Source: an optimization exercise on an open RTL-to-GDS flow (aim: small area, a short achievable clock period and few clock cycles). Production flows keep margins and buffers that such runs may drop. Only simulation tests tie the RTL to the original design; equivalence was not proved.

## main
Design pmcct, start of the top module:
module pmcct (
    input  wire        clk,
    input  wire        rst,
    input  wire        bus_valid,
    input  wire        bus_write,
    input  wire [4:0]  bus_addr,       
    input  wire [31:0] bus_wdata,
    output reg         bus_ready,
    output reg  [31:0] bus_rdata,
    input  wire        env_mckrdy,     
    input  wire        env_locka,      
    input  wire [2:0]  env_pck         
);
clock: 200.0 ns
lec_check: 0
abc_area: 1
cap_margin: 20
core_margin: 2
core_utilization: 40
place_density: 0.6
slew_margin: 20
run.sh (not shown) runs the stock make flow with config.mk's settings and CLKGATE_MAP_FILE= SYNTH_SCRIPT=/design/flow/synth_recipe.tcl, a recipe that flattens the netlist after the stock synthesis.
The flow did not stop early for main: all stages ran, and the layout cleared the timing, design-rule and antenna checks.
Testbench counts of main, summed over its fixed seeds: cycles 5,548.
#### Input delta (the feature branch over main)
diff --git a/flow/design.v b/flow/design.v
--- a/flow/design.v
+++ b/flow/design.v
@@ -91,22 +91,17 @@
                         cf[10].r[20], cf[9].r[20], cf[8].r[20], cf[7].r[20], cf[6].r[20],
                         cf[5].r[20], cf[4].r[20], cf[3].r[20], cf[2].r[20], 2'd0};
     wire [31:0] w   = bus_wdata;
     wire [7:0]  op  = w[7:0];
     wire [7:0]  wa  = w[15:8];
     wire [1:0]  wa2 = w[9:8];
     wire [5:0]  wpc = pdiv_code(w[11:8]);
-    localparam [1:0] PL_OK = 2'd0, PL_P1 = 2'd1, PL_P2 = 2'd2;
-    reg  [30:0] plla_r;
-    reg  [1:0]  pst;
-    reg  [7:0]  rem_r;                    
     wire [30:0] f_slow = oscr[0] ? F_SLOW_XTAL : F_SLOW_RC;
     wire [30:0] f_main = oscr[1] ? F_MAIN_XTAL : F_MAIN_RC;
-    wire [6:0]  mula   = (pst == PL_OK) ? arg0[24:18] : pllar[24:18];
-    wire [31:0] mul1   = radd({24'd0, 1'b0, mula}, 32'd0, 1'b1);
+    wire [31:0] mul1   = radd({24'd0, 1'b0, pllar[24:18]}, 32'd0, 1'b1);
     wire [31:0] xa     = radd(mul1 << 13, mul1 << 12, 1'b0);
     wire [31:0] xb     = radd(mul1 << 11, mul1 << 10, 1'b0);
     wire [31:0] xc     = radd(mul1 << 8, mul1 << 3, 1'b0);
     wire [31:0] xd     = radd(xa, xb, 1'b0);
     wire [31:0] xe     = radd(xc, mul1, 1'b0);
     wire [31:0] x15625 = radd(xd, xe, 1'b0);
     wire [31:0] x2     = x15625 << 1;
@@ -114,14 +109,18 @@
     wire [22:0] xmain  = x3[22:0];
     wire [30:0] p_plla = {xmain, 8'd0};
     wire ph_mckw = (ph == P_MCKW), ph_lockw = (ph == P_LOCKW), ph_pckw = (ph == P_PCKW),
          ph_sel1 = (ph == P_SEL1), ph_pck2 = (ph == P_PCK2), ph_pclk2 = (ph == P_PCLK2);
     wire [1:0]  ra     = cmd_r[9:8];
     wire [7:0]  pres_a = (ra == 2'd0) ? pck0[11:4] : (ra == 2'd1) ? pck1[11:4] : pck2[11:4];
     wire [5:0]  pc_run = pdiv_code(cmd_r[11:8]);    
+    localparam [1:0] PL_OK = 2'd0, PL_P1 = 2'd1, PL_P2 = 2'd2;
+    reg  [30:0] plla_r;
+    reg  [1:0]  pst;
+    reg  [7:0]  rem_r;                    
     wire        pl_ok = (pst == PL_OK);
     wire [30:0] f_plla = (pllar[7:0] == 8'd0) ? 31'd0
                        : mckr[12] ? {1'b0, plla_r[30:1]} : plla_r;
     function [30:0] f_src;
         input [2:0]  code;
         input [30:0] slow, main, plla;
         case (code)
@@ -156,16 +155,14 @@
         if (dv2) begin
             dv_ri = rem_r; dv_n = result[15:0];
             dv_d = ph_pck2 ? pres_a : {5'd0, pc_run[2:0]}; dv_b = ph_pck2;
         end else if (pst == PL_P1) begin
             dv_ri = 8'd0; dv_n = {1'b0, p_plla[30:16]}; dv_d = pllar[7:0]; dv_b = 1'b0;
         end else if (pst == PL_P2) begin
             dv_ri = rem_r; dv_n = p_plla[15:0]; dv_d = pllar[7:0]; dv_b = 1'b0;
-        end else if (op == OP_SETPLLA) begin     
-            dv_ri = 8'd0; dv_n = {1'b0, p_plla[30:16]}; dv_d = arg0[7:0]; dv_b = 1'b0;
         end else if (op == OP_GETPCK) begin
             dv_ri = 8'd0; dv_n = {1'b0, src_v[30:16]}; dv_d = pres_w; dv_b = 1'b1;
         end else begin
             dv_ri = 8'd0; dv_n = {1'b0, csh[30:16]}; dv_d = {5'd0, wpc[2:0]}; dv_b = 1'b0;
         end
     end
     wire [15:0] dv_q;
@@ -391,21 +388,20 @@
             fsr_cause <= nrst ? (dec_legal ? dec_cause : C_ILLEGAL) : 4'd0;
             fsr_info  <= nrst ? (dec_legal ? wa : op) : 8'd0;
         end
         if (rst || hw_arg0) arg0 <= wd;
         if (rst || hw_arg1) arg1 <= wd;
         if (res_en && !res_dv) result[31:16] <= res_d[31:16];
         if (res_en) result[15:0] <= res_d[15:0];
-        if (rst || hw_pllar || hw_oscr || c_displla || (c_setplla && !pl_ok)) pst <= PL_P1;
-        else if (c_setplla) pst <= PL_P2;
+        if (rst || pllar_w || hw_oscr) pst <= PL_P1;
         else if (pst == PL_P1) pst <= PL_P2;
         else if (pst == PL_P2) pst <= PL_OK;
-        if (pst == PL_P1 || (c_setplla && pl_ok)) plla_r[30:16] <= dv_q[14:0];
+        if (pst == PL_P1) plla_r[30:16] <= dv_q[14:0];
         if (pst == PL_P2) plla_r[15:0] <= dv_q;
-        if (pst == PL_P1 || c_div1 || (c_setplla && pl_ok)) rem_r <= dv_ro;
+        if (pst == PL_P1 || c_div1) rem_r <= dv_ro;
         if (mckc_en) mckcache <= cache_n & {31{c_getc}};
         if (rst || hw_mckr || css_cmd) mckr[1:0] <= css_cmd ? css_v : wd[1:0];
         if (rst || hw_mckr || c_pres)  mckr[6:4] <= c_pres ? wa[2:0] : wd[6:4];
         if (rst || hw_mckr || c_mdiv)  mckr[9:8] <= c_mdiv ? wa[1:0] : wd[9:8];
         if (rst || hw_mckr || c_div2)  mckr[12]  <= c_div2 ? wa[0] : wd[12];
         if (rst || hw_mckr) begin
             mckr[3:2] <= wd[3:2]; mckr[7] <= wd[7]; mckr[11:10] <= wd[11:10];
==> summary.txt <==
Worst setup margin was lower in main than in the feature branch.
On cell count, the feature branch and main are neck and neck.
main -> the feature branch: pin count of the biggest net entering global routing increased by more than half
Detailed route, the feature branch vs main: via total higher for the feature branch
Cmp the feature branch and main / maximum fanout encountered on the critical timing path / higher: the feature branch
Testbench counts of the feature branch, summed over its fixed seeds: cycles 5,595.

[static timing again, ports no longer ideal]
Ports are ideal in the flow. The routed layouts listed here were re-timed in OpenROAD. Step 1, drivers: a clkbuf_16 drives clk and a buf_2 each remaining input, both assumed. Step 2 times the ports against the registers' clock, not the clock port: input delays grow and output delays shrink by t, the midpoint of the rising clock arrivals with the driver on. Three values: ideal, step 1, step 2; two values: the first two.
run | t, ns | slack for setup (ns) | worst data-port slew with drivers (ns)
main | 0.728 | 115.961 / 115.907 / 115.907 | 0.09
the feature branch | 0.749 | 116.184 / 116.136 / 116.136 | 0.14
After both steps setup and hold are still met in every run listed. The setup slack of main, which loses most, moves by -0.054 ns with the drivers and by -0.054 ns with both steps.
